From an optimization exercise on the open Yosys and OpenROAD flow, aimed at small area, a short achievable clock period and few clock cycles; shortcuts taken in it are not production practice. Where RTL was checked, it was by simulation tests only, not by an equivalence proof against the original. Power and IR drop assume default switching activity.

Design csum_codec, start of the top module:
module csum_codec (
    input  wire         clk,
    input  wire         rst,
    input  wire         start,
    input  wire [31:0]  cmd,
    input  wire [7:0]   blen,
    input  wire [623:0] frame,
    output wire         ready,
    output reg          done,
    output wire [7:0]   status,
    output wire [15:0]  value
);
clock: 8.0 ns
lec_check: 0
abc_clock_period_in_ps: 1500
cap_margin: 20
core_area: 10 10 250 250
die_area: 0 0 260 260
setup_slack_margin: 2.0
slew_margin: 20
synth_hierarchical: 1
standard.sh (not shown) runs the stock make flow with config.mk's settings and CLKGATE_MAP_FILE= SYNTH_SCRIPT=/design/flow/synth_recipe.tcl, a recipe that flattens the netlist after the stock synthesis.
==> flow/flow/run.sh <==
#!/bin/bash
# The standard layout, with the port buffers made as buf_1 cells (every
# input and output port still gets its own buffer).
set -euo pipefail
export BUFFER_PORTS_ARGS="-buffer_cell sky130_fd_sc_hd__buf_1"
bash standard.sh synth > synth.log 2>&1
bash standard.sh finish > layout.log 2>&1
Then changed:
--- a/flow/config.mk
+++ b/flow/config.mk
@@ -8 +7,0 @@
-export ABC_CLOCK_PERIOD_IN_PS = 1500
@@ -10,2 +9,2 @@
-export CORE_AREA = 10 10 250 250
-export DIE_AREA = 0 0 260 260
+export CORE_AREA = 5 5 195 195
+export DIE_AREA = 0 0 200 200
=> Routed wire length came out lower by roughly a tenth. Hold slack gains 0.0077 ns. Clock-buffer cell count goes down by 1. Design area drops slightly. Setup slack is worse by 0.043 ns. Power climbs by a few percent.
Then changed:
--- a/flow/config.mk
+++ b/flow/config.mk
@@ -9,3 +9,4 @@
-export CORE_AREA = 5 5 195 195
-export DIE_AREA = 0 0 200 200
-export SETUP_SLACK_MARGIN = 2.0
+export CORE_AREA = 10 10 250 250
+export CTS_BUF_LIST = sky130_fd_sc_hd__clkbuf_4 sky130_fd_sc_hd__clkbuf_8
+export DIE_AREA = 0 0 260 260
+export SETUP_SLACK_MARGIN = 2.5
The new run finished clean.
Core utilization fell by 20 points.
Synthesized area stays the same.
Worst setup slack gains 0.42 ns.
Non-clock buffer count rose by 54.
Design area rose by 8.3%.
Cell count rose by 12%.
Synthesized cell count stays the same.
Count of clock-buffer cells in the layout rose by 2.
Power fell by 1.7%.
Hold slack loses 0.0071 ns.
Then changed:
--- a/flow/config.mk
+++ b/flow/config.mk
@@ -10 +9,0 @@
-export CTS_BUF_LIST = sky130_fd_sc_hd__clkbuf_4 sky130_fd_sc_hd__clkbuf_8
@@ -12 +11 @@
-export SETUP_SLACK_MARGIN = 2.5
+export SETUP_SLACK_MARGIN = 3.0
After rerunning: Design area climbs by 6.5%; power went up by about 27%; cell count went up by about 1.7%; synthesized area stays the same.
Then changed:
--- a/flow/config.mk
+++ b/flow/config.mk
@@ -11 +11 @@
-export SETUP_SLACK_MARGIN = 3.0
+export SETUP_SLACK_MARGIN = 2.0
What happened: Global-route usage falls by 0.97 points. Register-to-register slack stays flat. Clock power rose by about 7.5%. Clock-buffer cell count stays the same. Worst setup slack gets worse by 0.28 ns. Maximum frequency came out lower by 4.7%. Wire length is lower by 4.3%. Worst hold slack got worse by 0.0056 ns. Cell count decreases by 3.2%. Final area falls by 12%. Flip-flop and latch count stays the same.
No functional check of the RTL was part of any run of this note.

csum_codec, a different RTL version from the one above (not shown whole).
Size: roughly 1700 cells after synthesis, roughly 71 flip-flops, about 690 I/O pins, about 18000 sq um of cells after synthesis.
Settings: LEC_CHECK=0, CAP_MARGIN=20, CORE_AREA=10 10 250 250, CTS_BUF_LIST=sky130_fd_sc_hd__clkbuf_8, CTS_CLUSTER_DIAMETER=150, CTS_CLUSTER_SIZE=24, DIE_AREA=0 0 260 260, PLACE_DENSITY=0.8, SETUP_SLACK_MARGIN=2.7, SLEW_MARGIN=20, SYNTH_HIERARCHICAL=1; clock period 8.0 ns.
Scripts as last shown in full above: flow/flow/run.sh
Testbench counts at the start, summed over its fixed seeds: cycles 3,200.
Edit:
PLACE_DENSITY = default   (was 0.8)
SETUP_SLACK_MARGIN = 2.5   (was 2.7)
=> The changed run completed with no timing, DRC or antenna violations. Cell area decreases by 2.8%. Worst setup slack is worse by 87 ps. Total power decreases by 6.4%. Register-to-register slack hardly moves. Die area does not change. Hold slack is worse by 6.9 ps. Sequential cell count is unchanged.
Edit:
CTS_BUF_LIST = default   (was sky130_fd_sc_hd__clkbuf_8)
CTS_CLUSTER_DIAMETER = default   (was 150)
CTS_CLUSTER_SIZE = default   (was 24)
PLACE_DENSITY = 0.8   (was default)
Outcome: Power goes up by about 1.2%; worst setup slack improved by 12 ps; cell count goes up by 0.66%; final area goes up by about 1.8%; sequential cell count does not change.
Edit:
CTS_BUF_LIST = sky130_fd_sc_hd__clkbuf_8   (was default)
CTS_CLUSTER_DIAMETER = 150   (was default)
CTS_CLUSTER_SIZE = 24   (was default)
PLACE_DENSITY = default   (was 0.8)
SETUP_SLACK_MARGIN = 2.3   (was 2.5)
What happened:
- setup slack gets worse by 210 ps
- critical path depth fell by 2
- fmax fell by 3.7%
- non-clock buffer count fell by 44
- routed wire length rose by 2.4%
- synthesized cell count stays the same
- global-route usage rose by 0.71 points
- cell count fell by 1.3%
- worst hold slack gets better by 12 ps
- final area fell by 4.6%
- clock skew stays flat

-- re-timing with driven ports --
No port has a modelled driver above. Below, the same layouts with a new extraction and two added sets of constraints. Step 1 (the two cells are an assumption about what drives the block):
set clk [get_ports {clk}]
set_driving_cell -lib_cell sky130_fd_sc_hd__clkbuf_16 $clk
set_driving_cell -lib_cell sky130_fd_sc_hd__buf_2 [delete_from_list [all_inputs] $clk]
Step 2, shift: input delay + t, output delay - t, t = (earliest + latest rising clock arrival at the registers) / 2. This alone moves slack from input paths to output paths. Slacks: ideal / step 1 / step 2; pairs: ideal / step 1.
run | t, ns | setup WS [ns] | worst data-port slew with drivers (ns)
the first run of note 1 | 0.407 | 2.076 / 2.093 / 1.686 | 0.14
the second run of note 1 | 0.395 | 2.033 / 2.053 / 1.658 | 0.21
the third run of note 1 | 0.404 | 2.449 / 2.403 / 1.999 | 0.19
the fourth run of note 1 | 0.397 | 2.355 / 2.299 / 1.903 | 0.16
the fifth run of note 1 | 0.407 | 2.076 / 2.093 / 1.686 | 0.14
the first run of note 2 | 0.429 | 2.589 / 2.523 / 2.093 | 0.16
the second run of note 2 | 0.416 | 2.501 / 2.514 / 2.098 | 0.13
the third run of note 2 | 0.409 | 2.513 / 2.525 / 2.116 | 0.17
the fourth run of note 2 | 0.415 | 2.302 / 2.315 / 1.900 | 0.13
After both steps every run listed still meets setup and hold. For the first run of note 2, which loses most, drivers alone change the setup slack by -0.066 ns; drivers and shift together by -0.496 ns.
